This design comes from an exercise in tuning for small area on the open sky130 flow, not from production work. Only simulation tests tie the RTL to the original design; equivalence was not proved. Power is estimated from default activity; no workload was simulated.

$ cat flow/design.v
module tr1_demod (
    input  wire               clk,
    input  wire               rst,         
    input  wire               start,       
    input  wire [1:0]         car,         
    input  wire [1:0]         lc,          
    input  wire               in_valid,
    input  wire signed [11:0] in_sample,
    input  wire               finish,      
    output wire               lv_valid,
    output wire [1:0]         lv_count,    
    output reg  [5:0]         lv_data,     
    output wire               done,
    output wire [7:0]         status       
);
    localparam [1:0] CAR_ASK = 2'd0, CAR_FSK = 2'd1, CAR_QAM = 2'd2;
    localparam [1:0] LC_NRZ = 2'd0, LC_MAN = 2'd1, LC_AMI = 2'd2;
    localparam [1:0] LV_ZERO = 2'b00, LV_POS = 2'b01, LV_NEG = 2'b11;
    reg       active;
    reg [1:0] cur_car;
    reg [1:0] cur_lc;
    reg       cfg_err;
    reg       sig_err;
    reg       fin_pending;
    reg       pol_neg;           
    reg [3:0] lo;
    reg       down;
    reg       half;
    reg       wh;
    wire take  = active & in_valid & ~cfg_err & ~sig_err;
    wire first = ~down & (lo == 4'd0) & ~half & ~wh;
    wire last  = down & (lo == 4'd1) & half & wh;
    wire [4:0] fidx = {half, lo};
    wire [59:0] from;
    assign from[0] = (fidx == 5'd20) | (fidx == 5'd26);
    assign from[1] = (fidx == 5'd1) | (fidx == 5'd3) | (fidx == 5'd17) | (fidx == 5'd21) | (fidx == 5'd27);
    assign from[2] = (fidx == 5'd1) | (fidx == 5'd2) | (fidx == 5'd3) | (fidx == 5'd5) | (fidx == 5'd10) | (fidx == 5'd17) | (fidx == 5'd18) | (fidx == 5'd19) | (fidx == 5'd22);
    assign from[3] = (fidx == 5'd7) | (fidx == 5'd8) | (fidx == 5'd22) | (fidx == 5'd25);
    assign from[4] = (fidx == 5'd25) | (fidx == 5'd26) | (fidx == 5'd27) | (fidx == 5'd28);
    assign from[5] = (fidx == 5'd3) | (fidx == 5'd5) | (fidx == 5'd6) | (fidx == 5'd7) | (fidx == 5'd8) | (fidx == 5'd9) | (fidx == 5'd11) | (fidx == 5'd12) | (fidx == 5'd19) | (fidx == 5'd21) | (fidx == 5'd22) | (fidx == 5'd23) | (fidx == 5'd24) | (fidx == 5'd25) | (fidx == 5'd27) | (fidx == 5'd28);
    assign from[6] = (fidx == 5'd4) | (fidx == 5'd5) | (fidx == 5'd7) | (fidx == 5'd8) | (fidx == 5'd9) | (fidx == 5'd10) | (fidx == 5'd11) | (fidx == 5'd19) | (fidx == 5'd23) | (fidx == 5'd24) | (fidx == 5'd25) | (fidx == 5'd28);
    assign from[7] = (fidx == 5'd7) | (fidx == 5'd8) | (fidx == 5'd11) | (fidx == 5'd20) | (fidx == 5'd23) | (fidx == 5'd25) | (fidx == 5'd27);
    assign from[8] = (fidx == 5'd2) | (fidx == 5'd6) | (fidx == 5'd9) | (fidx == 5'd10) | (fidx == 5'd17) | (fidx == 5'd18) | (fidx == 5'd19) | (fidx == 5'd21) | (fidx == 5'd24) | (fidx == 5'd26);
    assign from[9] = (fidx == 5'd0) | (fidx == 5'd1) | (fidx == 5'd2) | (fidx == 5'd3) | (fidx == 5'd4) | (fidx == 5'd5) | (fidx == 5'd6) | (fidx == 5'd7) | (fidx == 5'd16) | (fidx == 5'd17) | (fidx == 5'd18) | (fidx == 5'd22) | (fidx == 5'd23) | (fidx == 5'd24);
    assign from[10] = (fidx == 5'd6) | (fidx == 5'd8) | (fidx == 5'd20) | (fidx == 5'd23) | (fidx == 5'd24) | (fidx == 5'd26) | (fidx == 5'd27) | (fidx == 5'd28);
    assign from[11] = (fidx == 5'd1) | (fidx == 5'd3) | (fidx == 5'd8) | (fidx == 5'd11) | (fidx == 5'd17) | (fidx == 5'd19) | (fidx == 5'd21) | (fidx == 5'd23) | (fidx == 5'd24);
    assign from[12] = (fidx == 5'd2) | (fidx == 5'd5) | (fidx == 5'd8) | (fidx == 5'd10) | (fidx == 5'd18) | (fidx == 5'd22) | (fidx == 5'd25);
    assign from[13] = (fidx == 5'd6) | (fidx == 5'd7) | (fidx == 5'd17) | (fidx == 5'd18) | (fidx == 5'd21) | (fidx == 5'd24);
    assign from[14] = (fidx == 5'd22) | (fidx == 5'd23) | (fidx == 5'd24) | (fidx == 5'd25) | (fidx == 5'd26) | (fidx == 5'd27) | (fidx == 5'd28);
    assign from[15] = (fidx == 5'd4) | (fidx == 5'd10);
    assign from[16] = (fidx == 5'd1) | (fidx == 5'd5) | (fidx == 5'd11) | (fidx == 5'd17) | (fidx == 5'd19);
    assign from[17] = (fidx == 5'd1) | (fidx == 5'd2) | (fidx == 5'd3) | (fidx == 5'd6) | (fidx == 5'd17) | (fidx == 5'd18) | (fidx == 5'd19) | (fidx == 5'd21) | (fidx == 5'd26);
    assign from[18] = (fidx == 5'd6) | (fidx == 5'd9) | (fidx == 5'd23) | (fidx == 5'd24);
    assign from[19] = (fidx == 5'd9) | (fidx == 5'd10) | (fidx == 5'd11) | (fidx == 5'd12);
    assign from[20] = (fidx == 5'd3) | (fidx == 5'd5) | (fidx == 5'd6) | (fidx == 5'd7) | (fidx == 5'd8) | (fidx == 5'd9) | (fidx == 5'd11) | (fidx == 5'd12) | (fidx == 5'd19) | (fidx == 5'd21) | (fidx == 5'd22) | (fidx == 5'd23) | (fidx == 5'd24) | (fidx == 5'd25) | (fidx == 5'd27) | (fidx == 5'd28);
    assign from[21] = (fidx == 5'd3) | (fidx == 5'd7) | (fidx == 5'd8) | (fidx == 5'd9) | (fidx == 5'd12) | (fidx == 5'd20) | (fidx == 5'd21) | (fidx == 5'd23) | (fidx == 5'd24) | (fidx == 5'd25) | (fidx == 5'd26) | (fidx == 5'd27);
    assign from[22] = (fidx == 5'd4) | (fidx == 5'd7) | (fidx == 5'd9) | (fidx == 5'd11) | (fidx == 5'd23) | (fidx == 5'd24) | (fidx == 5'd27);
    assign from[23] = (fidx == 5'd1) | (fidx == 5'd2) | (fidx == 5'd3) | (fidx == 5'd5) | (fidx == 5'd8) | (fidx == 5'd10) | (fidx == 5'd18) | (fidx == 5'd22) | (fidx == 5'd25) | (fidx == 5'd26);
    assign from[24] = (fidx == 5'd0) | (fidx == 5'd1) | (fidx == 5'd2) | (fidx == 5'd6) | (fidx == 5'd7) | (fidx == 5'd8) | (fidx == 5'd16) | (fidx == 5'd17) | (fidx == 5'd18) | (fidx == 5'd19) | (fidx == 5'd20) | (fidx == 5'd21) | (fidx == 5'd22) | (fidx == 5'd23);
    assign from[25] = (fidx == 5'd4) | (fidx == 5'd7) | (fidx == 5'd8) | (fidx == 5'd10) | (fidx == 5'd11) | (fidx == 5'd12) | (fidx == 5'd22) | (fidx == 5'd24);
    assign from[26] = (fidx == 5'd1) | (fidx == 5'd3) | (fidx == 5'd5) | (fidx == 5'd7) | (fidx == 5'd8) | (fidx == 5'd17) | (fidx == 5'd19) | (fidx == 5'd24) | (fidx == 5'd27);
    assign from[27] = (fidx == 5'd2) | (fidx == 5'd6) | (fidx == 5'd9) | (fidx == 5'd18) | (fidx == 5'd21) | (fidx == 5'd24) | (fidx == 5'd26);
    assign from[28] = (fidx == 5'd1) | (fidx == 5'd2) | (fidx == 5'd5) | (fidx == 5'd8) | (fidx == 5'd22) | (fidx == 5'd23);
    assign from[29] = (fidx == 5'd6) | (fidx == 5'd7) | (fidx == 5'd8) | (fidx == 5'd9) | (fidx == 5'd10) | (fidx == 5'd11) | (fidx == 5'd12);
    assign from[30] = (fidx == 5'd1) | (fidx == 5'd5) | (fidx == 5'd6) | (fidx == 5'd7) | (fidx == 5'd9) | (fidx == 5'd11) | (fidx == 5'd17) | (fidx == 5'd27);
    assign from[31] = (fidx == 5'd4) | (fidx == 5'd20) | (fidx == 5'd23) | (fidx == 5'd25) | (fidx == 5'd26);
    assign from[32] = (fidx == 5'd3) | (fidx == 5'd7) | (fidx == 5'd10) | (fidx == 5'd21) | (fidx == 5'd23) | (fidx == 5'd24) | (fidx == 5'd25);
    assign from[33] = (fidx == 5'd2) | (fidx == 5'd3) | (fidx == 5'd7) | (fidx == 5'd8) | (fidx == 5'd11) | (fidx == 5'd18);
    assign from[34] = (fidx == 5'd3) | (fidx == 5'd4) | (fidx == 5'd5) | (fidx == 5'd6) | (fidx == 5'd7);
    assign from[35] = (fidx == 5'd2) | (fidx == 5'd3) | (fidx == 5'd8) | (fidx == 5'd10) | (fidx == 5'd18) | (fidx == 5'd19) | (fidx == 5'd24) | (fidx == 5'd26);
    assign from[36] = (fidx == 5'd2) | (fidx == 5'd3) | (fidx == 5'd5) | (fidx == 5'd6) | (fidx == 5'd9) | (fidx == 5'd10) | (fidx == 5'd17) | (fidx == 5'd18) | (fidx == 5'd21) | (fidx == 5'd22);
    assign from[37] = (fidx == 5'd2) | (fidx == 5'd8) | (fidx == 5'd9) | (fidx == 5'd11) | (fidx == 5'd12) | (fidx == 5'd27) | (fidx == 5'd28);
    assign from[38] = (fidx == 5'd1) | (fidx == 5'd4) | (fidx == 5'd5) | (fidx == 5'd6) | (fidx == 5'd9) | (fidx == 5'd12) | (fidx == 5'd17) | (fidx == 5'd19) | (fidx == 5'd21) | (fidx == 5'd22) | (fidx == 5'd23) | (fidx == 5'd24) | (fidx == 5'd25) | (fidx == 5'd26) | (fidx == 5'd27);
    assign from[39] = (fidx == 5'd0) | (fidx == 5'd1) | (fidx == 5'd2) | (fidx == 5'd8) | (fidx == 5'd9) | (fidx == 5'd10) | (fidx == 5'd11) | (fidx == 5'd16) | (fidx == 5'd17);
    assign from[40] = (fidx == 5'd1) | (fidx == 5'd2) | (fidx == 5'd5) | (fidx == 5'd6) | (fidx == 5'd7) | (fidx == 5'd9) | (fidx == 5'd11) | (fidx == 5'd17) | (fidx == 5'd18) | (fidx == 5'd24) | (fidx == 5'd26) | (fidx == 5'd27);
    assign from[41] = (fidx == 5'd3) | (fidx == 5'd4) | (fidx == 5'd6) | (fidx == 5'd20) | (fidx == 5'd23) | (fidx == 5'd25);
    assign from[42] = (fidx == 5'd2) | (fidx == 5'd8) | (fidx == 5'd9) | (fidx == 5'd10) | (fidx == 5'd12) | (fidx == 5'd21) | (fidx == 5'd27);
    assign from[43] = (fidx == 5'd3) | (fidx == 5'd4) | (fidx == 5'd5) | (fidx == 5'd6) | (fidx == 5'd7) | (fidx == 5'd11) | (fidx == 5'd18) | (fidx == 5'd19);
    assign from[44] = (fidx == 5'd16) | (fidx == 5'd17);
    assign from[45] = (fidx == 5'd1) | (fidx == 5'd11) | (fidx == 5'd17) | (fidx == 5'd21) | (fidx == 5'd22) | (fidx == 5'd23) | (fidx == 5'd25) | (fidx == 5'd27);
    assign from[46] = (fidx == 5'd4) | (fidx == 5'd7) | (fidx == 5'd9) | (fidx == 5'd10) | (fidx == 5'd20);
    assign from[47] = (fidx == 5'd5) | (fidx == 5'd7) | (fidx == 5'd8) | (fidx == 5'd9) | (fidx == 5'd19) | (fidx == 5'd23) | (fidx == 5'd26);
    assign from[48] = (fidx == 5'd2) | (fidx == 5'd18) | (fidx == 5'd19) | (fidx == 5'd23) | (fidx == 5'd24) | (fidx == 5'd27);
    assign from[49] = (fidx == 5'd19) | (fidx == 5'd20) | (fidx == 5'd21) | (fidx == 5'd22) | (fidx == 5'd23);
    assign from[50] = (fidx == 5'd2) | (fidx == 5'd3) | (fidx == 5'd8) | (fidx == 5'd10) | (fidx == 5'd18) | (fidx == 5'd19) | (fidx == 5'd24) | (fidx == 5'd26);
    assign from[51] = (fidx == 5'd1) | (fidx == 5'd2) | (fidx == 5'd5) | (fidx == 5'd6) | (fidx == 5'd18) | (fidx == 5'd19) | (fidx == 5'd21) | (fidx == 5'd22) | (fidx == 5'd25) | (fidx == 5'd26);
    assign from[52] = (fidx == 5'd11) | (fidx == 5'd12) | (fidx == 5'd18) | (fidx == 5'd24) | (fidx == 5'd25) | (fidx == 5'd27) | (fidx == 5'd28);
    assign from[53] = (fidx == 5'd1) | (fidx == 5'd3) | (fidx == 5'd5) | (fidx == 5'd6) | (fidx == 5'd7) | (fidx == 5'd8) | (fidx == 5'd9) | (fidx == 5'd10) | (fidx == 5'd11) | (fidx == 5'd17) | (fidx == 5'd20) | (fidx == 5'd21) | (fidx == 5'd22) | (fidx == 5'd25) | (fidx == 5'd28);
    assign from[54] = (fidx == 5'd0) | (fidx == 5'd1) | (fidx == 5'd16) | (fidx == 5'd17) | (fidx == 5'd18) | (fidx == 5'd24) | (fidx == 5'd25) | (fidx == 5'd26) | (fidx == 5'd27);
    assign from[55] = (fidx == 5'd1) | (fidx == 5'd2) | (fidx == 5'd8) | (fidx == 5'd10) | (fidx == 5'd11) | (fidx == 5'd17) | (fidx == 5'd18) | (fidx == 5'd21) | (fidx == 5'd22) | (fidx == 5'd23) | (fidx == 5'd25) | (fidx == 5'd27);
    assign from[56] = (fidx == 5'd4) | (fidx == 5'd7) | (fidx == 5'd9) | (fidx == 5'd19) | (fidx == 5'd20) | (fidx == 5'd22);
    assign from[57] = (fidx == 5'd5) | (fidx == 5'd11) | (fidx == 5'd18) | (fidx == 5'd24) | (fidx == 5'd25) | (fidx == 5'd26) | (fidx == 5'd28);
    assign from[58] = (fidx == 5'd2) | (fidx == 5'd3) | (fidx == 5'd19) | (fidx == 5'd20) | (fidx == 5'd21) | (fidx == 5'd22) | (fidx == 5'd23) | (fidx == 5'd27);
    assign from[59] = (fidx == 5'd0) | (fidx == 5'd1);
    wire [29:0] qrom;
    assign qrom[0] = (lo == 4'd1) | (lo == 4'd3);
    assign qrom[1] = (lo == 4'd2) | (lo == 4'd8);
    assign qrom[2] = (lo == 4'd4) | (lo == 4'd7);
    assign qrom[3] = (lo == 4'd8) | (lo == 4'd9);
    assign qrom[4] = 1'b0;
    assign qrom[5] = (lo == 4'd5) | (lo == 4'd6) | (lo == 4'd7) | (lo == 4'd8) | (lo == 4'd9) | (lo == 4'd10);
    assign qrom[6] = (lo == 4'd6) | (lo == 4'd7) | (lo == 4'd9);
    assign qrom[7] = (lo == 4'd3) | (lo == 4'd5) | (lo == 4'd8) | (lo == 4'd9) | (lo == 4'd10) | (lo == 4'd11) | (lo == 4'd12);
    assign qrom[8] = (lo == 4'd5) | (lo == 4'd6) | (lo == 4'd7) | (lo == 4'd10) | (lo == 4'd11);
    assign qrom[9] = (lo == 4'd0) | (lo == 4'd1) | (lo == 4'd2) | (lo == 4'd3) | (lo == 4'd4) | (lo == 4'd5) | (lo == 4'd6) | (lo == 4'd7) | (lo == 4'd8);
    assign qrom[10] = (lo == 4'd1) | (lo == 4'd3) | (lo == 4'd5) | (lo == 4'd6) | (lo == 4'd7) | (lo == 4'd10);
    assign qrom[11] = (lo == 4'd2) | (lo == 4'd6) | (lo == 4'd8) | (lo == 4'd9);
    assign qrom[12] = (lo == 4'd3) | (lo == 4'd4) | (lo == 4'd7) | (lo == 4'd9) | (lo == 4'd11);
    assign qrom[13] = (lo == 4'd5) | (lo == 4'd6) | (lo == 4'd7) | (lo == 4'd8);
    assign qrom[14] = 1'b0;
    assign qrom[15] = (lo == 4'd3) | (lo == 4'd5);
    assign qrom[16] = (lo == 4'd5) | (lo == 4'd8) | (lo == 4'd9);
    assign qrom[17] = (lo == 4'd1) | (lo == 4'd3) | (lo == 4'd8);
    assign qrom[18] = (lo == 4'd4) | (lo == 4'd5);
    assign qrom[19] = 1'b0;
    assign qrom[20] = (lo == 4'd4) | (lo == 4'd6) | (lo == 4'd7) | (lo == 4'd10) | (lo == 4'd11) | (lo == 4'd12);
    assign qrom[21] = (lo == 4'd4) | (lo == 4'd7) | (lo == 4'd10) | (lo == 4'd11);
    assign qrom[22] = (lo == 4'd5) | (lo == 4'd6) | (lo == 4'd9) | (lo == 4'd10);
    assign qrom[23] = (lo == 4'd1) | (lo == 4'd2) | (lo == 4'd3) | (lo == 4'd6) | (lo == 4'd7) | (lo == 4'd8);
    assign qrom[24] = (lo == 4'd5) | (lo == 4'd6) | (lo == 4'd7) | (lo == 4'd8) | (lo == 4'd9) | (lo == 4'd10) | (lo == 4'd11) | (lo == 4'd12);
    assign qrom[25] = (lo == 4'd3) | (lo == 4'd4) | (lo == 4'd5) | (lo == 4'd6) | (lo == 4'd10) | (lo == 4'd11) | (lo == 4'd12);
    assign qrom[26] = (lo == 4'd4) | (lo == 4'd8) | (lo == 4'd9) | (lo == 4'd11);
    assign qrom[27] = (lo == 4'd1) | (lo == 4'd6) | (lo == 4'd9) | (lo == 4'd10);
    assign qrom[28] = (lo == 4'd5) | (lo == 4'd6) | (lo == 4'd7) | (lo == 4'd8);
    assign qrom[29] = 1'b0;
    wire [14:0] bf1 = from[59:45], bf2 = from[44:30], bf3 = from[29:15], bf4 = from[14:0];
    wire [14:0] bqs = qrom[29:15], bqc = qrom[14:0];
    wire [11:0] xg = take ? in_sample : 12'd0;
    wire [4:0] fneg = {5{down}};
    wire [4:0] sneg = {5{half}};
    wire [4:0] cneg = {5{half ^ down}};
    reg [14:0] d1, d2, d3, d4;
    always @(*) begin
        case (cur_car)
            CAR_ASK: begin
                d1 = {4'd0, xg[11], 5'd1, 5'd0};
                d2 = d1;
                d3 = 15'd0;
                d4 = 15'd0;
            end
            CAR_FSK: begin
                d1 = {bf1[14:10] ^ fneg, bf1[9:0]};
                d2 = {bf2[14:10] ^ fneg, bf2[9:0]};
                d3 = bf3;
                d4 = bf4;
            end
            default: begin
                d1 = {bqs[14:10] ^ sneg, bqs[9:0]};
                d2 = d1;
                d3 = {bqc[14:10] ^ cneg, bqc[9:0]};
                d4 = d3;
            end
        endcase
    end
    reg signed [26:0] acc1, acc2, acc3, acc4;
    wire [26:0] sum1, sum2, sum3, sum4;
    localparam [26:0] INIT = 27'd128761856;
    wire [26:0] base1 = first ? INIT : acc1;
    wire [26:0] base2 = first ? INIT : acc2;
    wire [26:0] base3 = first ? INIT : acc3;
    wire [26:0] base4 = first ? INIT : acc4;
    tr1_mac u_mac1 (.base(base1), .x(xg), .tk(take), .neg(d1[14:10]), .one(d1[9:5]), .two(d1[4:0]), .sum(sum1));
    tr1_mac u_mac2 (.base(base2), .x(xg), .tk(take), .neg(d2[14:10]), .one(d2[9:5]), .two(d2[4:0]), .sum(sum2));
    tr1_mac u_mac3 (.base(base3), .x(xg), .tk(take), .neg(d3[14:10]), .one(d3[9:5]), .two(d3[4:0]), .sum(sum3));
    tr1_mac u_mac4 (.base(base4), .x(xg), .tk(take), .neg(d4[14:10]), .one(d4[9:5]), .two(d4[4:0]), .sum(sum4));
    reg        [53:0] xr;        
    reg signed [26:0] y1, y2;
    reg        [28:0] hacc;      
    reg               sticky;    
    reg               hbusy;
    reg        [5:0]  hstep;
    reg               dvalid;    
    wire        [26:0] hterm = xr[0] ? (hstep[0] ? y2 : y1) : 27'd0;
    wire               hneg  = (hstep[5:1] == 5'd26);
    wire        [26:0] ht    = hterm ^ {27{hneg}};
    wire        [28:0] hsum;
    wire h_0 = hacc[0] ^ ht[0];
    wire h_1 = hacc[0] & ht[0];
    wire h_2 = hacc[1] ^ ht[1];
    wire h_3 = hacc[1] & ht[1];
    wire h_4 = hacc[2] ^ ht[2];
    wire h_5 = hacc[2] & ht[2];
    wire h_6 = hacc[3] ^ ht[3];
    wire h_7 = hacc[3] & ht[3];
    wire h_8 = hacc[4] ^ ht[4];
    wire h_9 = hacc[4] & ht[4];
    wire h_10 = hacc[5] ^ ht[5];
    wire h_11 = hacc[5] & ht[5];
    wire h_12 = hacc[6] ^ ht[6];
    wire h_13 = hacc[6] & ht[6];
    wire h_14 = hacc[7] ^ ht[7];
    wire h_15 = hacc[7] & ht[7];
    wire h_16 = hacc[8] ^ ht[8];
    wire h_17 = hacc[8] & ht[8];
    wire h_18 = hacc[9] ^ ht[9];
    wire h_19 = hacc[9] & ht[9];
    wire h_20 = hacc[10] ^ ht[10];
    wire h_21 = hacc[10] & ht[10];
    wire h_22 = hacc[11] ^ ht[11];
    wire h_23 = hacc[11] & ht[11];
    wire h_24 = hacc[12] ^ ht[12];
    wire h_25 = hacc[12] & ht[12];
    wire h_26 = hacc[13] ^ ht[13];
    wire h_27 = hacc[13] & ht[13];
    wire h_28 = hacc[14] ^ ht[14];
    wire h_29 = hacc[14] & ht[14];
    wire h_30 = hacc[15] ^ ht[15];
    wire h_31 = hacc[15] & ht[15];
    wire h_32 = hacc[16] ^ ht[16];
    wire h_33 = hacc[16] & ht[16];
    wire h_34 = hacc[17] ^ ht[17];
    wire h_35 = hacc[17] & ht[17];
    wire h_36 = hacc[18] ^ ht[18];
    wire h_37 = hacc[18] & ht[18];
    wire h_38 = hacc[19] ^ ht[19];
    wire h_39 = hacc[19] & ht[19];
    wire h_40 = hacc[20] ^ ht[20];
    wire h_41 = hacc[20] & ht[20];
    wire h_42 = hacc[21] ^ ht[21];
    wire h_43 = hacc[21] & ht[21];
    wire h_44 = hacc[22] ^ ht[22];
    wire h_45 = hacc[22] & ht[22];
    wire h_46 = hacc[23] ^ ht[23];
    wire h_47 = hacc[23] & ht[23];
    wire h_48 = hacc[24] ^ ht[24];
    wire h_49 = hacc[24] & ht[24];
    wire h_50 = hacc[25] ^ ht[25];
    wire h_51 = hacc[25] & ht[25];
    wire h_52 = hacc[26] ^ ht[26];
    wire h_53 = hacc[26] & ht[26];
    wire h_54 = hacc[27] ^ ht[26];
    wire h_55 = hacc[27] & ht[26];
    wire h_56 = hacc[28] ^ ht[26];
    wire h_57 = hacc[28] & ht[26];
    wire h_58 = hneg ^ h_0;
    wire h_59 = hneg & h_0;
    wire h_60 = h_2 ^ h_1;
    wire h_61 = h_60 ^ h_59;
    wire h_62 = (h_2 & h_1) | (h_60 & h_59);
    wire h_63 = h_4 ^ h_3;
    wire h_64 = h_63 ^ h_62;
    wire h_65 = (h_4 & h_3) | (h_63 & h_62);
    wire h_66 = h_6 ^ h_5;
    wire h_67 = h_66 ^ h_65;
    wire h_68 = (h_6 & h_5) | (h_66 & h_65);
    wire h_69 = h_8 ^ h_7;
    wire h_70 = h_69 ^ h_68;
    wire h_71 = (h_8 & h_7) | (h_69 & h_68);
    wire h_72 = h_10 ^ h_9;
    wire h_73 = h_72 ^ h_71;
    wire h_74 = (h_10 & h_9) | (h_72 & h_71);
    wire h_75 = h_12 ^ h_11;
    wire h_76 = h_75 ^ h_74;
    wire h_77 = (h_12 & h_11) | (h_75 & h_74);
    wire h_78 = h_14 ^ h_13;
    wire h_79 = h_78 ^ h_77;
    wire h_80 = (h_14 & h_13) | (h_78 & h_77);
    wire h_81 = h_16 ^ h_15;
    wire h_82 = h_81 ^ h_80;
    wire h_83 = (h_16 & h_15) | (h_81 & h_80);
    wire h_84 = h_18 ^ h_17;
    wire h_85 = h_84 ^ h_83;
    wire h_86 = (h_18 & h_17) | (h_84 & h_83);
    wire h_87 = h_20 ^ h_19;
    wire h_88 = h_87 ^ h_86;
    wire h_89 = (h_20 & h_19) | (h_87 & h_86);
    wire h_90 = h_22 ^ h_21;
    wire h_91 = h_90 ^ h_89;
    wire h_92 = (h_22 & h_21) | (h_90 & h_89);
    wire h_93 = h_24 ^ h_23;
    wire h_94 = h_93 ^ h_92;
    wire h_95 = (h_24 & h_23) | (h_93 & h_92);
    wire h_96 = h_26 ^ h_25;
    wire h_97 = h_96 ^ h_95;
    wire h_98 = (h_26 & h_25) | (h_96 & h_95);
    wire h_99 = h_28 ^ h_27;
    wire h_100 = h_99 ^ h_98;
    wire h_101 = (h_28 & h_27) | (h_99 & h_98);
    wire h_102 = h_30 ^ h_29;
    wire h_103 = h_102 ^ h_101;
    wire h_104 = (h_30 & h_29) | (h_102 & h_101);
    wire h_105 = h_32 ^ h_31;
    wire h_106 = h_105 ^ h_104;
    wire h_107 = (h_32 & h_31) | (h_105 & h_104);
    wire h_108 = h_34 ^ h_33;
    wire h_109 = h_108 ^ h_107;
    wire h_110 = (h_34 & h_33) | (h_108 & h_107);
    wire h_111 = h_36 ^ h_35;
    wire h_112 = h_111 ^ h_110;
    wire h_113 = (h_36 & h_35) | (h_111 & h_110);
    wire h_114 = h_38 ^ h_37;
    wire h_115 = h_114 ^ h_113;
    wire h_116 = (h_38 & h_37) | (h_114 & h_113);
    wire h_117 = h_40 ^ h_39;
    wire h_118 = h_117 ^ h_116;
    wire h_119 = (h_40 & h_39) | (h_117 & h_116);
    wire h_120 = h_42 ^ h_41;
    wire h_121 = h_120 ^ h_119;
    wire h_122 = (h_42 & h_41) | (h_120 & h_119);
    wire h_123 = h_44 ^ h_43;
    wire h_124 = h_123 ^ h_122;
    wire h_125 = (h_44 & h_43) | (h_123 & h_122);
    wire h_126 = h_46 ^ h_45;
    wire h_127 = h_126 ^ h_125;
    wire h_128 = (h_46 & h_45) | (h_126 & h_125);
    wire h_129 = h_48 ^ h_47;
    wire h_130 = h_129 ^ h_128;
    wire h_131 = (h_48 & h_47) | (h_129 & h_128);
    wire h_132 = h_50 ^ h_49;
    wire h_133 = h_132 ^ h_131;
    wire h_134 = (h_50 & h_49) | (h_132 & h_131);
    wire h_135 = h_52 ^ h_51;
    wire h_136 = h_135 ^ h_134;
    wire h_137 = (h_52 & h_51) | (h_135 & h_134);
    wire h_138 = h_54 ^ h_53;
    wire h_139 = h_138 ^ h_137;
    wire h_140 = (h_54 & h_53) | (h_138 & h_137);
    wire h_141 = h_56 ^ h_55 ^ h_140;
    assign hsum = {h_141, h_139, h_136, h_133, h_130, h_127, h_124, h_121, h_118, h_115, h_112, h_109, h_106, h_103, h_100, h_97, h_94, h_91, h_88, h_85, h_82, h_79, h_76, h_73, h_70, h_67, h_64, h_61, h_58};
    wire p_zero = (hacc == 29'd0) & ~sticky;
    reg  a_bit;                  
    reg  c_s, c_d;               
    reg  nz_s, nz_d;             
    reg  sg_s, sg_d;             
    wire s_bit = a_bit ^ xr[0] ^ c_s;
    wire d_bit = a_bit ^ ~xr[0] ^ c_d;
    reg       dec_err;
    reg [1:0] dec_n;             
    reg [2:0] dec_p;             
    always @(*) begin
        dec_err = 1'b0;
        dec_n   = 2'd1;
        dec_p   = 3'b000;
        case (cur_car)
            CAR_ASK: begin
                if (y1 > 27'sd12800)     dec_p[0] = 1'b1;
                else if (y1 < 27'sd6400) dec_p[0] = 1'b0;
                else                     dec_err  = 1'b1;
            end
            CAR_FSK: begin
                dec_err  = p_zero;
                dec_p[0] = ~hacc[28];
            end
            default: begin
                dec_n = 2'd3;
                dec_err = (hacc < 29'd20000) | ((hacc == 29'd180000) & ~sticky) |
                          ~nz_s | ~nz_d;
                dec_p[0] = sg_s;
                dec_p[1] = sg_s ^ sg_d;
                dec_p[2] = (hacc > 29'd180000) | ((hacc == 29'd180000) & sticky);
            end
        endcase
    end
    reg rec_pol;
    integer i;
    always @(*) begin
        lv_data = 6'd0;
        rec_pol = pol_neg;
        for (i = 0; i < 3; i = i + 1) begin
            if (i < dec_n) begin
                case (cur_lc)
                    LC_NRZ: lv_data[2*i +: 2] = dec_p[i] ? LV_POS : LV_NEG;
                    LC_MAN: lv_data[2*i +: 2] = dec_p[i] ? LV_POS : LV_ZERO;
                    default: begin
                        if (dec_p[i]) begin
                            lv_data[2*i +: 2] = rec_pol ? LV_NEG : LV_POS;
                            rec_pol = ~rec_pol;
                        end else begin
                            lv_data[2*i +: 2] = LV_ZERO;
                        end
                    end
                endcase
            end
        end
    end
    assign lv_valid = dvalid & ~dec_err & ~sig_err;
    assign lv_count = (cur_car == CAR_QAM) ? 2'd3 : 2'd1;
    assign done   = fin_pending & ~hbusy & ~dvalid;
    assign status = cfg_err ? 8'h15 : (sig_err | ~first) ? 8'h76 : 8'h00;
    always @(posedge clk) begin
        acc1 <= sum1;
        acc2 <= sum2;
        acc3 <= sum3;
        acc4 <= sum4;
        if (take & last) begin
            xr <= {sum3[26], sum1[26], sum3[25], sum1[25], sum3[24], sum1[24],
                   sum3[23], sum1[23], sum3[22], sum1[22], sum3[21], sum1[21],
                   sum3[20], sum1[20], sum3[19], sum1[19], sum3[18], sum1[18],
                   sum3[17], sum1[17], sum3[16], sum1[16], sum3[15], sum1[15],
                   sum3[14], sum1[14], sum3[13], sum1[13], sum3[12], sum1[12],
                   sum3[11], sum1[11], sum3[10], sum1[10], sum3[9],  sum1[9],
                   sum3[8],  sum1[8],  sum3[7],  sum1[7],  sum3[6],  sum1[6],
                   sum3[5],  sum1[5],  sum3[4],  sum1[4],  sum3[3],  sum1[3],
                   sum3[2],  sum1[2],  sum3[1],  sum1[1],  sum3[0],  sum1[0]};
            y1 <= sum2;
            y2 <= sum4;
        end else begin
            xr <= xr >> 1;
        end
        a_bit <= xr[0];
        if (take & last) begin
            c_s  <= 1'b0;
            c_d  <= 1'b1;
            nz_s <= 1'b0;
            nz_d <= 1'b0;
        end else if (hstep[0]) begin
            c_s  <= (a_bit & xr[0]) | (a_bit & c_s) | (xr[0] & c_s);
            c_d  <= (a_bit & ~xr[0]) | (a_bit & c_d) | (~xr[0] & c_d);
            nz_s <= nz_s | s_bit;
            nz_d <= nz_d | d_bit;
            sg_s <= s_bit;
            sg_d <= d_bit;
        end
        if (take & last) begin
            hacc   <= 29'd0;
            sticky <= 1'b0;
        end else begin
            hacc   <= hstep[0] ? {hsum[28], hsum[28:1]} : hsum;
            sticky <= sticky | (hstep[0] & hsum[0]);
        end
        if (rst) begin
            active      <= 1'b0;
            fin_pending <= 1'b0;
            hbusy       <= 1'b0;
            dvalid      <= 1'b0;
        end else begin
            if (start) begin
                active      <= 1'b1;
                cur_car     <= car;
                cur_lc      <= lc;
                cfg_err     <= (car == 2'd3) || (lc == 2'd3);
                sig_err     <= 1'b0;
                fin_pending <= 1'b0;
                pol_neg     <= 1'b0;
                lo          <= 4'd0;
                down        <= 1'b0;
                half        <= 1'b0;
                wh          <= 1'b0;
            end else begin
                if (take) begin
                    if (~down) begin
                        if (lo == 4'd12) down <= 1'b1;
                        else             lo   <= lo + 4'd1;
                    end else if (lo == 4'd1) begin
                        down <= 1'b0;
                        lo   <= 4'd0;
                        half <= ~half;
                        if (half) wh <= ~wh;
                    end else begin
                        lo <= lo - 4'd1;
                    end
                end
                if (take & last) begin
                    hbusy <= 1'b1;
                    hstep <= 6'd0;
                end else if (hbusy) begin
                    hstep <= hstep + 6'd1;
                    if (hstep == 6'd53) hbusy <= 1'b0;
                end
                dvalid <= hbusy & (hstep == 6'd53);
                if (dvalid & ~sig_err) begin
                    if (dec_err) sig_err <= 1'b1;
                    else         pol_neg <= rec_pol;
                end
                if (active & finish) fin_pending <= 1'b1;
                if (done) begin
                    fin_pending <= 1'b0;
                    active      <= 1'b0;
                end
            end
        end
    end
endmodule
module tr1_mac (
    input  wire [26:0] base,
    input  wire [11:0] x,
    input  wire        tk,
    input  wire [4:0]  neg,
    input  wire [4:0]  one,
    input  wire [4:0]  two,
    output wire [26:0] sum
);
    wire t_0 = neg[0] & tk;
    wire t_1 = ((one[0] & x[0])) ^ t_0;
    wire t_2 = ((one[0] & x[1]) | (two[0] & x[0])) ^ t_0;
    wire t_3 = ((one[0] & x[2]) | (two[0] & x[1])) ^ t_0;
    wire t_4 = ((one[0] & x[3]) | (two[0] & x[2])) ^ t_0;
    wire t_5 = ((one[0] & x[4]) | (two[0] & x[3])) ^ t_0;
    wire t_6 = ((one[0] & x[5]) | (two[0] & x[4])) ^ t_0;
    wire t_7 = ((one[0] & x[6]) | (two[0] & x[5])) ^ t_0;
    wire t_8 = ((one[0] & x[7]) | (two[0] & x[6])) ^ t_0;
    wire t_9 = ((one[0] & x[8]) | (two[0] & x[7])) ^ t_0;
    wire t_10 = ((one[0] & x[9]) | (two[0] & x[8])) ^ t_0;
    wire t_11 = ((one[0] & x[10]) | (two[0] & x[9])) ^ t_0;
    wire t_12 = ((one[0] & x[11]) | (two[0] & x[10])) ^ t_0;
    wire t_13 = ~(((one[0] & x[11]) | (two[0] & x[11])) ^ t_0) & tk;
    wire t_14 = neg[1] & tk;
    wire t_15 = ((one[1] & x[0])) ^ t_14;
    wire t_16 = ((one[1] & x[1]) | (two[1] & x[0])) ^ t_14;
    wire t_17 = ((one[1] & x[2]) | (two[1] & x[1])) ^ t_14;
    wire t_18 = ((one[1] & x[3]) | (two[1] & x[2])) ^ t_14;
    wire t_19 = ((one[1] & x[4]) | (two[1] & x[3])) ^ t_14;
    wire t_20 = ((one[1] & x[5]) | (two[1] & x[4])) ^ t_14;
    wire t_21 = ((one[1] & x[6]) | (two[1] & x[5])) ^ t_14;
    wire t_22 = ((one[1] & x[7]) | (two[1] & x[6])) ^ t_14;
    wire t_23 = ((one[1] & x[8]) | (two[1] & x[7])) ^ t_14;
    wire t_24 = ((one[1] & x[9]) | (two[1] & x[8])) ^ t_14;
    wire t_25 = ((one[1] & x[10]) | (two[1] & x[9])) ^ t_14;
    wire t_26 = ((one[1] & x[11]) | (two[1] & x[10])) ^ t_14;
    wire t_27 = ~(((one[1] & x[11]) | (two[1] & x[11])) ^ t_14) & tk;
    wire t_28 = neg[2] & tk;
    wire t_29 = ((one[2] & x[0])) ^ t_28;
    wire t_30 = ((one[2] & x[1]) | (two[2] & x[0])) ^ t_28;
    wire t_31 = ((one[2] & x[2]) | (two[2] & x[1])) ^ t_28;
    wire t_32 = ((one[2] & x[3]) | (two[2] & x[2])) ^ t_28;
    wire t_33 = ((one[2] & x[4]) | (two[2] & x[3])) ^ t_28;
    wire t_34 = ((one[2] & x[5]) | (two[2] & x[4])) ^ t_28;
    wire t_35 = ((one[2] & x[6]) | (two[2] & x[5])) ^ t_28;
    wire t_36 = ((one[2] & x[7]) | (two[2] & x[6])) ^ t_28;
    wire t_37 = ((one[2] & x[8]) | (two[2] & x[7])) ^ t_28;
    wire t_38 = ((one[2] & x[9]) | (two[2] & x[8])) ^ t_28;
    wire t_39 = ((one[2] & x[10]) | (two[2] & x[9])) ^ t_28;
    wire t_40 = ((one[2] & x[11]) | (two[2] & x[10])) ^ t_28;
    wire t_41 = ~(((one[2] & x[11]) | (two[2] & x[11])) ^ t_28) & tk;
    wire t_42 = neg[3] & tk;
    wire t_43 = ((one[3] & x[0])) ^ t_42;
    wire t_44 = ((one[3] & x[1]) | (two[3] & x[0])) ^ t_42;
    wire t_45 = ((one[3] & x[2]) | (two[3] & x[1])) ^ t_42;
    wire t_46 = ((one[3] & x[3]) | (two[3] & x[2])) ^ t_42;
    wire t_47 = ((one[3] & x[4]) | (two[3] & x[3])) ^ t_42;
    wire t_48 = ((one[3] & x[5]) | (two[3] & x[4])) ^ t_42;
    wire t_49 = ((one[3] & x[6]) | (two[3] & x[5])) ^ t_42;
    wire t_50 = ((one[3] & x[7]) | (two[3] & x[6])) ^ t_42;
    wire t_51 = ((one[3] & x[8]) | (two[3] & x[7])) ^ t_42;
    wire t_52 = ((one[3] & x[9]) | (two[3] & x[8])) ^ t_42;
    wire t_53 = ((one[3] & x[10]) | (two[3] & x[9])) ^ t_42;
    wire t_54 = ((one[3] & x[11]) | (two[3] & x[10])) ^ t_42;
    wire t_55 = ~(((one[3] & x[11]) | (two[3] & x[11])) ^ t_42) & tk;
    wire t_56 = neg[4] & tk;
    wire t_57 = ((one[4] & x[0])) ^ t_56;
    wire t_58 = ((one[4] & x[1]) | (two[4] & x[0])) ^ t_56;
    wire t_59 = ((one[4] & x[2]) | (two[4] & x[1])) ^ t_56;
    wire t_60 = ((one[4] & x[3]) | (two[4] & x[2])) ^ t_56;
    wire t_61 = ((one[4] & x[4]) | (two[4] & x[3])) ^ t_56;
    wire t_62 = ((one[4] & x[5]) | (two[4] & x[4])) ^ t_56;
    wire t_63 = ((one[4] & x[6]) | (two[4] & x[5])) ^ t_56;
    wire t_64 = ((one[4] & x[7]) | (two[4] & x[6])) ^ t_56;
    wire t_65 = ((one[4] & x[8]) | (two[4] & x[7])) ^ t_56;
    wire t_66 = ((one[4] & x[9]) | (two[4] & x[8])) ^ t_56;
    wire t_67 = ((one[4] & x[10]) | (two[4] & x[9])) ^ t_56;
    wire t_68 = ((one[4] & x[11]) | (two[4] & x[10])) ^ t_56;
    wire t_69 = ~(((one[4] & x[11]) | (two[4] & x[11])) ^ t_56) & tk;
    wire t_70 = base[8] ^ t_9;
    wire t_71 = base[8] & t_9;
    wire t_72 = base[9] ^ t_10;
    wire t_73 = base[9] & t_10;
    wire t_74 = base[10] ^ t_11;
    wire t_75 = base[10] & t_11;
    wire t_76 = base[11] ^ t_12;
    wire t_77 = base[11] & t_12;
    wire t_78 = base[12] ^ t_13;
    wire t_79 = base[12] & t_13;
    wire t_80 = base[4] ^ t_5;
    wire t_81 = base[4] & t_5;
    wire t_82 = base[5] ^ t_6;
    wire t_83 = base[5] & t_6;
    wire t_84 = base[6] ^ t_7;
    wire t_85 = t_84 ^ t_19;
    wire t_86 = (base[6] & t_7) | (t_84 & t_19);
    wire t_87 = t_31 ^ t_43;
    wire t_88 = t_31 & t_43;
    wire t_89 = base[7] ^ t_8;
    wire t_90 = t_89 ^ t_20;
    wire t_91 = (base[7] & t_8) | (t_89 & t_20);
    wire t_92 = t_32 ^ t_44;
    wire t_93 = t_32 & t_44;
    wire t_94 = t_21 ^ t_33;
    wire t_95 = t_94 ^ t_45;
    wire t_96 = (t_21 & t_33) | (t_94 & t_45);
    wire t_97 = t_57 ^ t_56;
    wire t_98 = t_97 ^ t_70;
    wire t_99 = (t_57 & t_56) | (t_97 & t_70);
    wire t_100 = t_22 ^ t_34;
    wire t_101 = t_100 ^ t_46;
    wire t_102 = (t_22 & t_34) | (t_100 & t_46);
    wire t_103 = t_58 ^ t_72;
    wire t_104 = t_103 ^ t_71;
    wire t_105 = (t_58 & t_72) | (t_103 & t_71);
    wire t_106 = t_23 ^ t_35;
    wire t_107 = t_106 ^ t_47;
    wire t_108 = (t_23 & t_35) | (t_106 & t_47);
    wire t_109 = t_59 ^ t_74;
    wire t_110 = t_109 ^ t_73;
    wire t_111 = (t_59 & t_74) | (t_109 & t_73);
    wire t_112 = t_24 ^ t_36;
    wire t_113 = t_112 ^ t_48;
    wire t_114 = (t_24 & t_36) | (t_112 & t_48);
    wire t_115 = t_60 ^ t_76;
    wire t_116 = t_115 ^ t_75;
    wire t_117 = (t_60 & t_76) | (t_115 & t_75);
    wire t_118 = t_25 ^ t_37;
    wire t_119 = t_118 ^ t_49;
    wire t_120 = (t_25 & t_37) | (t_118 & t_49);
    wire t_121 = t_61 ^ t_78;
    wire t_122 = t_121 ^ t_77;
    wire t_123 = (t_61 & t_78) | (t_121 & t_77);
    wire t_124 = base[13] ^ t_26;
    wire t_125 = t_124 ^ t_38;
    wire t_126 = (base[13] & t_26) | (t_124 & t_38);
    wire t_127 = t_50 ^ t_62;
    wire t_128 = t_127 ^ t_79;
    wire t_129 = (t_50 & t_62) | (t_127 & t_79);
    wire t_130 = base[14] ^ t_27;
    wire t_131 = t_130 ^ t_39;
    wire t_132 = (base[14] & t_27) | (t_130 & t_39);
    wire t_133 = t_51 ^ t_63;
    wire t_134 = t_51 & t_63;
    wire t_135 = base[15] ^ t_40;
    wire t_136 = t_135 ^ t_52;
    wire t_137 = (base[15] & t_40) | (t_135 & t_52);
    wire t_138 = base[16] ^ t_41;
    wire t_139 = base[16] & t_41;
    wire t_140 = base[2] ^ t_3;
    wire t_141 = base[2] & t_3;
    wire t_142 = base[3] ^ t_4;
    wire t_143 = base[3] & t_4;
    wire t_144 = t_17 ^ t_29;
    wire t_145 = t_144 ^ t_28;
    wire t_146 = (t_17 & t_29) | (t_144 & t_28);
    wire t_147 = t_18 ^ t_30;
    wire t_148 = t_147 ^ t_82;
    wire t_149 = (t_18 & t_30) | (t_147 & t_82);
    wire t_150 = t_42 ^ t_85;
    wire t_151 = t_150 ^ t_87;
    wire t_152 = (t_42 & t_85) | (t_150 & t_87);
    wire t_153 = t_90 ^ t_92;
    wire t_154 = t_153 ^ t_86;
    wire t_155 = (t_90 & t_92) | (t_153 & t_86);
    wire t_156 = t_95 ^ t_98;
    wire t_157 = t_156 ^ t_91;
    wire t_158 = (t_95 & t_98) | (t_156 & t_91);
    wire t_159 = t_101 ^ t_104;
    wire t_160 = t_159 ^ t_96;
    wire t_161 = (t_101 & t_104) | (t_159 & t_96);
    wire t_162 = t_107 ^ t_110;
    wire t_163 = t_162 ^ t_102;
    wire t_164 = (t_107 & t_110) | (t_162 & t_102);
    wire t_165 = t_113 ^ t_116;
    wire t_166 = t_165 ^ t_108;
    wire t_167 = (t_113 & t_116) | (t_165 & t_108);
    wire t_168 = t_119 ^ t_122;
    wire t_169 = t_168 ^ t_114;
    wire t_170 = (t_119 & t_122) | (t_168 & t_114);
    wire t_171 = t_125 ^ t_128;
    wire t_172 = t_171 ^ t_120;
    wire t_173 = (t_125 & t_128) | (t_171 & t_120);
    wire t_174 = t_131 ^ t_133;
    wire t_175 = t_174 ^ t_126;
    wire t_176 = (t_131 & t_133) | (t_174 & t_126);
    wire t_177 = t_64 ^ t_136;
    wire t_178 = t_177 ^ t_132;
    wire t_179 = (t_64 & t_136) | (t_177 & t_132);
    wire t_180 = t_53 ^ t_65;
    wire t_181 = t_180 ^ t_138;
    wire t_182 = (t_53 & t_65) | (t_180 & t_138);
    wire t_183 = base[17] ^ t_54;
    wire t_184 = t_183 ^ t_66;
    wire t_185 = (base[17] & t_54) | (t_183 & t_66);
    wire t_186 = base[18] ^ t_55;
    wire t_187 = base[18] & t_55;
    wire t_188 = base[0] ^ t_1;
    wire t_189 = base[0] & t_1;
    wire t_190 = base[1] ^ t_2;
    wire t_191 = base[1] & t_2;
    wire t_192 = t_15 ^ t_14;
    wire t_193 = t_192 ^ t_140;
    wire t_194 = (t_15 & t_14) | (t_192 & t_140);
    wire t_195 = t_16 ^ t_142;
    wire t_196 = t_195 ^ t_141;
    wire t_197 = (t_16 & t_142) | (t_195 & t_141);
    wire t_198 = t_80 ^ t_145;
    wire t_199 = t_198 ^ t_143;
    wire t_200 = (t_80 & t_145) | (t_198 & t_143);
    wire t_201 = t_81 ^ t_148;
    wire t_202 = t_201 ^ t_146;
    wire t_203 = (t_81 & t_148) | (t_201 & t_146);
    wire t_204 = t_83 ^ t_151;
    wire t_205 = t_204 ^ t_149;
    wire t_206 = (t_83 & t_151) | (t_204 & t_149);
    wire t_207 = t_88 ^ t_154;
    wire t_208 = t_207 ^ t_152;
    wire t_209 = (t_88 & t_154) | (t_207 & t_152);
    wire t_210 = t_93 ^ t_157;
    wire t_211 = t_210 ^ t_155;
    wire t_212 = (t_93 & t_157) | (t_210 & t_155);
    wire t_213 = t_99 ^ t_160;
    wire t_214 = t_213 ^ t_158;
    wire t_215 = (t_99 & t_160) | (t_213 & t_158);
    wire t_216 = t_105 ^ t_163;
    wire t_217 = t_216 ^ t_161;
    wire t_218 = (t_105 & t_163) | (t_216 & t_161);
    wire t_219 = t_111 ^ t_166;
    wire t_220 = t_219 ^ t_164;
    wire t_221 = (t_111 & t_166) | (t_219 & t_164);
    wire t_222 = t_117 ^ t_169;
    wire t_223 = t_222 ^ t_167;
    wire t_224 = (t_117 & t_169) | (t_222 & t_167);
    wire t_225 = t_123 ^ t_172;
    wire t_226 = t_225 ^ t_170;
    wire t_227 = (t_123 & t_172) | (t_225 & t_170);
    wire t_228 = t_129 ^ t_175;
    wire t_229 = t_228 ^ t_173;
    wire t_230 = (t_129 & t_175) | (t_228 & t_173);
    wire t_231 = t_134 ^ t_178;
    wire t_232 = t_231 ^ t_176;
    wire t_233 = (t_134 & t_178) | (t_231 & t_176);
    wire t_234 = t_137 ^ t_181;
    wire t_235 = t_234 ^ t_179;
    wire t_236 = (t_137 & t_181) | (t_234 & t_179);
    wire t_237 = t_139 ^ t_184;
    wire t_238 = t_237 ^ t_182;
    wire t_239 = (t_139 & t_184) | (t_237 & t_182);
    wire t_240 = t_67 ^ t_186;
    wire t_241 = t_240 ^ t_185;
    wire t_242 = (t_67 & t_186) | (t_240 & t_185);
    wire t_243 = base[19] ^ t_68;
    wire t_244 = t_243 ^ t_187;
    wire t_245 = (base[19] & t_68) | (t_243 & t_187);
    wire t_246 = base[20] ^ t_69;
    wire t_247 = base[20] & t_69;
    wire t_248 = t_0 ^ t_188;
    wire t_249 = t_0 & t_188;
    wire t_250 = t_190 ^ t_189;
    wire t_251 = t_250 ^ t_249;
    wire t_252 = (t_190 & t_189) | (t_250 & t_249);
    wire t_253 = t_193 ^ t_191;
    wire t_254 = t_253 ^ t_252;
    wire t_255 = (t_193 & t_191) | (t_253 & t_252);
    wire t_256 = t_196 ^ t_194;
    wire t_257 = t_256 ^ t_255;
    wire t_258 = (t_196 & t_194) | (t_256 & t_255);
    wire t_259 = t_199 ^ t_197;
    wire t_260 = t_259 ^ t_258;
    wire t_261 = (t_199 & t_197) | (t_259 & t_258);
    wire t_262 = t_202 ^ t_200;
    wire t_263 = t_262 ^ t_261;
    wire t_264 = (t_202 & t_200) | (t_262 & t_261);
    wire t_265 = t_205 ^ t_203;
    wire t_266 = t_265 ^ t_264;
    wire t_267 = (t_205 & t_203) | (t_265 & t_264);
    wire t_268 = t_208 ^ t_206;
    wire t_269 = t_268 ^ t_267;
    wire t_270 = (t_208 & t_206) | (t_268 & t_267);
    wire t_271 = t_211 ^ t_209;
    wire t_272 = t_271 ^ t_270;
    wire t_273 = (t_211 & t_209) | (t_271 & t_270);
    wire t_274 = t_214 ^ t_212;
    wire t_275 = t_274 ^ t_273;
    wire t_276 = (t_214 & t_212) | (t_274 & t_273);
    wire t_277 = t_217 ^ t_215;
    wire t_278 = t_277 ^ t_276;
    wire t_279 = (t_217 & t_215) | (t_277 & t_276);
    wire t_280 = t_220 ^ t_218;
    wire t_281 = t_280 ^ t_279;
    wire t_282 = (t_220 & t_218) | (t_280 & t_279);
    wire t_283 = t_223 ^ t_221;
    wire t_284 = t_283 ^ t_282;
    wire t_285 = (t_223 & t_221) | (t_283 & t_282);
    wire t_286 = t_226 ^ t_224;
    wire t_287 = t_286 ^ t_285;
    wire t_288 = (t_226 & t_224) | (t_286 & t_285);
    wire t_289 = t_229 ^ t_227;
    wire t_290 = t_289 ^ t_288;
    wire t_291 = (t_229 & t_227) | (t_289 & t_288);
    wire t_292 = t_232 ^ t_230;
    wire t_293 = t_292 ^ t_291;
    wire t_294 = (t_232 & t_230) | (t_292 & t_291);
    wire t_295 = t_235 ^ t_233;
    wire t_296 = t_295 ^ t_294;
    wire t_297 = (t_235 & t_233) | (t_295 & t_294);
    wire t_298 = t_238 ^ t_236;
    wire t_299 = t_298 ^ t_297;
    wire t_300 = (t_238 & t_236) | (t_298 & t_297);
    wire t_301 = t_241 ^ t_239;
    wire t_302 = t_301 ^ t_300;
    wire t_303 = (t_241 & t_239) | (t_301 & t_300);
    wire t_304 = t_244 ^ t_242;
    wire t_305 = t_304 ^ t_303;
    wire t_306 = (t_244 & t_242) | (t_304 & t_303);
    wire t_307 = t_246 ^ t_245;
    wire t_308 = t_307 ^ t_306;
    wire t_309 = (t_246 & t_245) | (t_307 & t_306);
    wire t_310 = base[21] ^ t_247;
    wire t_311 = t_310 ^ t_309;
    wire t_312 = (base[21] & t_247) | (t_310 & t_309);
    wire t_313 = base[22] ^ t_312;
    wire t_314 = base[22] & t_312;
    wire t_315 = base[23] ^ t_314;
    wire t_316 = base[23] & t_314;
    wire t_317 = base[24] ^ t_316;
    wire t_318 = base[24] & t_316;
    wire t_319 = base[25] ^ t_318;
    wire t_320 = base[25] & t_318;
    wire t_321 = base[26] ^ t_320;
    assign sum = {t_321, t_319, t_317, t_315, t_313, t_311, t_308, t_305, t_302, t_299, t_296, t_293, t_290, t_287, t_284, t_281, t_278, t_275, t_272, t_269, t_266, t_263, t_260, t_257, t_254, t_251, t_248};
endmodule
$ cat flow/run.sh
#!/bin/bash
# synth_recipe.tcl (not shown) runs the flow's synth.tcl, then flattens the netlist and writes it again
# the make line also repeats each setting of config.mk as NAME=value (left out here)
make -C /OpenROAD-flow-scripts/flow DESIGN_CONFIG=/design/flow/config.mk WORK_HOME=/design/flow/orfs CLKGATE_MAP_FILE= SYNTH_SCRIPT=/design/flow/synth_recipe.tcl finish
$ cat flow/config.mk
export PLATFORM = sky130hd
export DESIGN_NAME = tr1_demod
export DESIGN_NICKNAME = tr1_demod
export VERILOG_FILES = /design/flow/design.v
export SDC_FILE = /design/flow/constraint.sdc
export NUM_CORES = 4
export LEC_CHECK = 0
export CAP_MARGIN = 20
export CORE_MARGIN = 2
export CORE_UTILIZATION = 65
export CTS_BUF_LIST = sky130_fd_sc_hd__clkbuf_8
export CTS_CLUSTER_DIAMETER = 60
export CTS_CLUSTER_SIZE = 18
export PLACE_DENSITY = 0.75
export SLEW_MARGIN = 20
$ cat flow/constraint.sdc
create_clock -name core_clock -period 16.0 [get_ports {clk}]
set_input_delay 3.2000 -clock core_clock [delete_from_list [all_inputs] [get_ports {clk}]]
set_output_delay 3.2000 -clock core_clock [all_outputs]
set_load 0.01 [all_outputs]
==> results of run 1 <==
[Yosys cell counts (72+ instances only)]
library cell | number | area, um2
buf_2 | 72 | 360
xor2_1 | 90 | 788
nand2_1 | 275 | 1030
nor2_1 | 94 | 353
and2_1 | 82 | 513
ha_1 | 127 | 1590
a22oi_1 | 112 | 841
fa_1 | 293 | 5870
xnor2_1 | 195 | 1710
o22ai_1 | 111 | 694
edfxtp_1 | 76 | 2280
dfxtp_1 | 201 | 4020
inv_1 | 270 | 1010
a21oi_1 | 80 | 400
clkbuf_1 | 119 | 447
[cells by family after synthesis]
kind of cell | after synthesis | synth area share, %
muxes | 61 | 2.50
other | 2 | 0.0286
buffers and inverters | 505 | 8.02
adders and majority gates | 420 | 28.4
and+or+nand+nor | 687 | 13.0
AOI/OAI and AO/OA | 534 | 14.2
DFF | 277 | 24.0
xor gates and xnor gates | 288 | 9.78
[power groups by stage]
stage          Sequential, W  Clock [W]  Combinational (W)
6_report             0.00100   0.000504            0.00127
5_1_grt              0.00102   0.000534            0.00144
4_1_cts              0.00100   0.000511            0.00127
3_5_place_dp         0.00101          0            0.00125
3_3_place_gp         0.00101          0            0.00120
2_1_floorplan       0.000990          0           0.000887
[worst max-delay path by stage]
stage	depth (start not counted)	endpoint	slack [ns]	startpoint
finish	37	xr[53]	1.40	in_valid
global route	38	xr[53]	1.07	in_valid
CTS	37	xr[53]	1.42	in_valid
detailed placement	37	xr[53]	0.70	in_valid
global placement	37	xr[53]	0.87	in_valid
floorplan	38	xr[53]	1.81	in_valid
[state kept, by name (all words and copies together), names as in the netlist, 4 cells and up]
signal and cells:
acc1 27, acc4 27, acc3 27, y2 27, hstep 6, lo 4
hacc 29, acc2 27, y1 27, xr 54
[tightest hold or removal path: cells and delay by family (launching register included)]
kind             cells  cell delay [ns]
DFF                  1             0.31
and+or+nand+nor      2             0.10
[stage by stage]
step	hold slack, ns	cell area, um2	instances
2_1_floorplan	0.399	26200	2775
3_3_place_gp	0.401	26900	3200
3_5_place_dp	0.407	26900	3200
4_1_cts	0.428	27600	3252
5_1_grt	0.435	27600	3252
6_report	0.424	27600	3252
[area by class of cell]
type | count | area, um2 | area share [%]
repair buffers | 128 | 1060 | 3.85
inverters | 277 | 1040 | 3.79
clock buffers | 29 | 399 | 1.45
multi-input cells | 1993 | 17800 | 64.8
flip-flops and latches | 277 | 6310 | 22.9
well taps | 525 | 657 | 2.38
clock inverters | 23 | 238 | 0.863
[metal layers]
layer | vias up | part of all wire (%) | GRT usage [%]
li1 | 9158 | - | -
met1 | 10215 | 38 | 49.5
met2 | 1111 | 46 | 61.5
met3 | 251 | 9.8 | 7.30
met4 | 0 | 5.6 | 18.7
met5 | - | 0 | 0
==> results.ini, run 1 <==
[setup_path]
path_class=primary input to flip-flop
r2r-start=lo[0]
reg2regPathDepth=40
end_kind=flip-flop
cpLargestDelayFamily=adder cells
r2r_slack_ns=2.33
critical_path.max_stage_delay_ns=0.48
r2r_end=xr[53]
cp_data_arrival_time_ns=15.16
cp_max_fo=4
critPathRequiredTime_ns=16.56
path_buf_inv=3
cp_slowest_cell=clkdlybuf4s50_1
cp_common_cell=fa_1
worstSetupStartpointType=primary input

[cts]
clk_latency_ns=0.67
cts_tree=done
cts-resized-gates=0
cts.sinks=277
clkTransAtPathRegs_ns=0.11
clockRootBuffer=clkbuf_8
numCtsBuffers=28
hold_buffers=0
clockBufferDepth=3
htree_levels=1
cts_setup_buffers=0

[final_layout]
drive_gt1_share_pct=8.18
synthToLayoutAreaGrowth_pct=5.04
final_util_pct=69.2
fill_cells=3078
final_cell_mix=fa_1 (293), inv_1 (275), nand2_1 (275), dfxtp_1 (201), xnor2_1 (195)
nets=3146
final_common_cell=fa_1
antennaDiodeCount=0

[power]
p_sw_w=0.00113
power_leakage_nw=11.3
switching_share_pct=40.8
p_per_area_mw_per_mm2=101
intPower_w=0.00165
ir_worst_vdd_mv=0.0957
totalPowerFinal_w=0.00278
p_comb_share_pct=45.8
clkPwrFrac_pct=18.1
seq_power_share_pct=36.1

[synthesis]
synthesis.area_mm2=0.0262
post_synth_inst_count=2774
synth-async-reset-ratio_pct=0
ys_ff_latch=277
yosys_warnings=1
synth_edf_count=76
ys.flop_type=dfxtp_1
synth_cell_types=102
yosysSeqAreaShare_pct=24.0
avgSynthCellArea_um2=9.46

[global_route]
grtUsageTotal_pct=38.1
grt_max_degree=78
grt_pass1_vias=21160
gr-total-overflow=0
antenna_found_initial=0
grt_pass1_wl_mm=122

[die]
dieWidth_um=205
start_util_pct=65.9
die-area_mm2=0.0420
fp.dieH_um=205
coreArea_mm2=0.0398
core.rowCount=73
boundaryPins=39

[place]
io_buffers=35
gp_congestion=1.01
detailed_place_hpwl_mm=57.9
pre_cts_slack_ns=0.704

[route]
vias=20735
avgViaCountPerCell=6.38
wirelength_mm=78.4
dr.pass1.iters=8
final_antenna_net_count=0
drc=0
first_iter_violations=2000
wl_per_cell_um=24.1

[sta]
max-slew-margin-rel_pct=29.1
slew_violations=0
fin_crit_sh_pct=91.2
setup_tns_ns=0
fmax_mhz=68.5
hold_viol_final=0
finClkSkew_ns=0.0343
fin_ws_ns=1.40
period_needed_ns=14.60
rsz0062_at_grt=false
setup_viol=0
worstMarginPinSlew_ns=1.06

[min_path]
min_path_type=flip-flop to flip-flop
whs_endpoint=xr[14]
holdPathStages=2
hp-start=xr[15]

[run_status]
status=finished clean

[run]
max_cap_viol_count=0

==> run 2, diff against run 1 <==
--- a/flow/config.mk
+++ b/flow/config.mk
@@ -9,3 +9,3 @@
 export CORE_MARGIN = 2
-export CORE_UTILIZATION = 65
+export CORE_UTILIZATION = 40
 export CTS_BUF_LIST = sky130_fd_sc_hd__clkbuf_8
@@ -13,3 +13,2 @@
 export CTS_CLUSTER_SIZE = 18
-export PLACE_DENSITY = 0.75
 export SLEW_MARGIN = 20
==> results.ini, run 2 <==
[final_layout]
stdcell_count=3581
multi_input_area_mm2=0.0179
synthToLayoutAreaGrowth_pct=6.70
largest_register=xr
drive_gt1_share_pct=8.07
post-route-cell-area_mm2=0.0280
fill_cells=6326
final_cell_mix=fa_1 (293), inv_1 (276), nand2_1 (275), dfxtp_1 (200), xnor2_1 (195)
final_common_cell=fa_1
nets=3144
final_util_pct=43.3
register_area_mm2=0.00631
largest_reg_flops=54
top_regs=xr: 54 flops, hacc: 29 flops

[synthesis]
ys.flop_type=dfxtp_1
yosysSeqAreaShare_pct=24.0
avgSynthCellArea_um2=9.46
synth_edf_count=76
synth-async-reset-ratio_pct=0
yosys_warnings=1
synth_top_cell_area_share_pct=22.4
yosysMostFrequentCell=fa_1
synthTopCellsByCount=fa_1 (293), nand2_1 (275), inv_1 (270), dfxtp_1 (201), xnor2_1 (195)
synth_top_area_cell=fa_1
post_synth_inst_count=2774
synthesis.area_mm2=0.0262
synth_cell_types=102
ys_ff_latch=277
synthTopCellsByArea=fa_1 (22%), dfxtp_1 (15%), edfxtp_1 (8.7%)

[route]
wl_met2_mm=36.8
vias=20053
avgViaCountPerCell=5.60
wl_met3_mm=5.63
drc=0
dr.pass1.iters=7
wl_per_cell_um=22.1
first_iter_violations=1943
final_antenna_net_count=0
top_layer_used=met5
wl_met1_mm=33.6
wirelength_mm=79.0

[global_route]
grt_pass1_wl_mm=123
grtUsageTotal_pct=23.6
grt_pass1_vias=20322
gr-total-overflow=0
antenna_found_initial=3
grt_max_degree=76

[die]
fp.dieH_um=260
die-area_mm2=0.0676
start_util_pct=40.5
coreArea_mm2=0.0647
dieWidth_um=260
core.rowCount=93
boundaryPins=39

[cts]
clockBufferDepth=3
cts_setup_buffers=0
clkTransAtPathRegs_ns=0.10
clk_latency_ns=0.68
cts_tree=done
numCtsBuffers=28
cts-resized-gates=0
htree_levels=1
clockRootBuffer=clkbuf_8
cts.sinks=277
hold_buffers=0

[min_path]
holdPathStages=2
min_path_type=flip-flop to flip-flop
whs_endpoint=xr[20]
hp-start=xr[21]

[sta]
finClkSkew_ns=0.0612
setup_viol=0
fin_crit_sh_pct=92.3
fin_hold_ws_ns=0.413
fmax_mhz=67.7
hold_viol_final=0
period_needed_ns=14.78
rsz0062_at_grt=false
setup_tns_ns=0
worstMarginPinSlew_ns=0.986
max-slew-margin-rel_pct=33.8
slew_violations=0

[run]
max_cap_viol_count=0

[setup_path]
path_buf_inv=4
cp_max_fo=13
worstSetupStartpointType=primary input
cpLargestDelayFamily=adder cells
cp_slowest_cell=or3_1
r2r_slack_ns=2.19
critPathRequiredTime_ns=16.42
path_class=primary input to flip-flop
cp.depth=36
reg2regPathDepth=39
r2r_end=xr[53]
cp_data_arrival_time_ns=15.19
cp_common_cell=fa_1
end_kind=flip-flop
critical_path.max_stage_delay_ns=0.72
r2r-start=lo[0]

[power]
p_comb_share_pct=44.6
intPower_w=0.00165
seq_power_share_pct=36.4
ir_worst_vdd_mv=0.0860
clkPwrFrac_pct=19.0
power_leakage_nw=11.3
p_sw_w=0.00109
switching_share_pct=39.8
p_per_area_mw_per_mm2=98.1

[place]
gp_congestion=1.01
detailed_place_hpwl_mm=59.9
placedCellCount=3527
io_buffers=35
dpl-instance-area_mm2=0.0273

[run_status]
status=finished clean

-- run 2: cell counts after synthesis --
Identical to the previous run, type by type.
-- run 2: metrics by stage --
| stage | setup slack [ns] | total power (W) |
|---|---|---|
| after floorplan | 1.81 | 0.00188 |
| after global placement | 0.743 | 0.00221 |
| after detailed placement | 0.557 | 0.00225 |
| after CTS | 1.32 | 0.00279 |
| after global routing | 0.911 | 0.00299 |
| final | 1.22 | 0.00275 |
-- run 2: cell families after synthesis --
logic type,synth area share (%)
AND/OR/NAND/NOR,13.0
AO/OA/AOI/OAI,14.2
buffers and inverters,8.02
adder cells (fa/ha/maj),28.4
XOR/XNOR,9.78
flip-flops,24.0
multiplexers,2.50
other,0.0286
-- run 2: power groups by stage --
stage / combinational [W] / clock (W) / sequential [W]
after floorplan: 0.000887 / 0 / 0.000990
after global placement: 0.00120 / 0 / 0.00101
after detailed placement: 0.00124 / 0 / 0.00101
after CTS: 0.00125 / 0.000538 / 0.00100
after global routing: 0.00141 / 0.000563 / 0.00102
final: 0.00122 / 0.000522 / 0.00100
-- run 2: cell type report --
| type | count | area share, % |
|---|---|---|
| inverter | 277 | 3.73 |
| antenna | 1 | 0.00894 |
| clock buffer | 29 | 1.43 |
| sequential | 277 | 22.5 |
| tap | 855 | 3.82 |
| multi-input combinational | 1993 | 63.8 |
| clock inverter | 23 | 0.992 |
| timing repair buffer | 126 | 3.69 |
-- run 2: tightest hold or removal path: cells and delay by family (launching register included) --
family / cells / cell delay, ns
simple gates: 2 / 0.08
flops: 1 / 0.31
-- run 2: how the worst max path moves through the flow --
stage	start	end	slack, ns
floorplan	in_valid	xr[53]	1.81
global route	in_valid	y1[26]	0.91
finish	in_valid	y1[26]	1.22
detailed placement	in_valid	xr[52]	0.56
CTS	in_valid	xr[52]	1.32
global placement	in_valid	xr[52]	0.74
-- run 2: metal layers --
| metal | global-route usage, % | up-vias |
|---|---|---|
| met5 | 0 | - |
| met4 | 7.78 | 2 |
| met3 | 4.43 | 150 |
| met2 | 38.7 | 753 |
| met1 | 31.4 | 9974 |
| li1 | - | 9174 |

[what the ideal ports hide]
How much do the figures lean on ideal ports? The routed layouts below were timed once more, with nothing changed but the port constraints. Step 1: set_driving_cell puts a clkbuf_16 on clk and a buf_2 on each other input, an assumption about the parent block. Step 2 times the ports against the registers' clock, not the clock port: input delays grow and output delays shrink by t, the midpoint of the rising clock arrivals with the driver on. a / b / c = ideal / step 1 / step 2; a / b = the first two.
| run | shift t [ns] | slack for setup (ns) | hold WS [ns] | worst setup path after step 2 |
|---|---|---|---|---|
| run 1 | 0.706 | 1.402 / 1.406 / 0.701 | 0.424 / 0.424 / 0.424 | input to register |
| run 2 | 0.704 | 1.225 / 1.246 / 0.542 | 0.413 / 0.413 / 0.413 | input to register |
After both steps setup and hold are still met in every run listed. For run 1, which loses most, drivers alone change the setup slack by +0.004 ns; drivers and shift together by -0.701 ns.
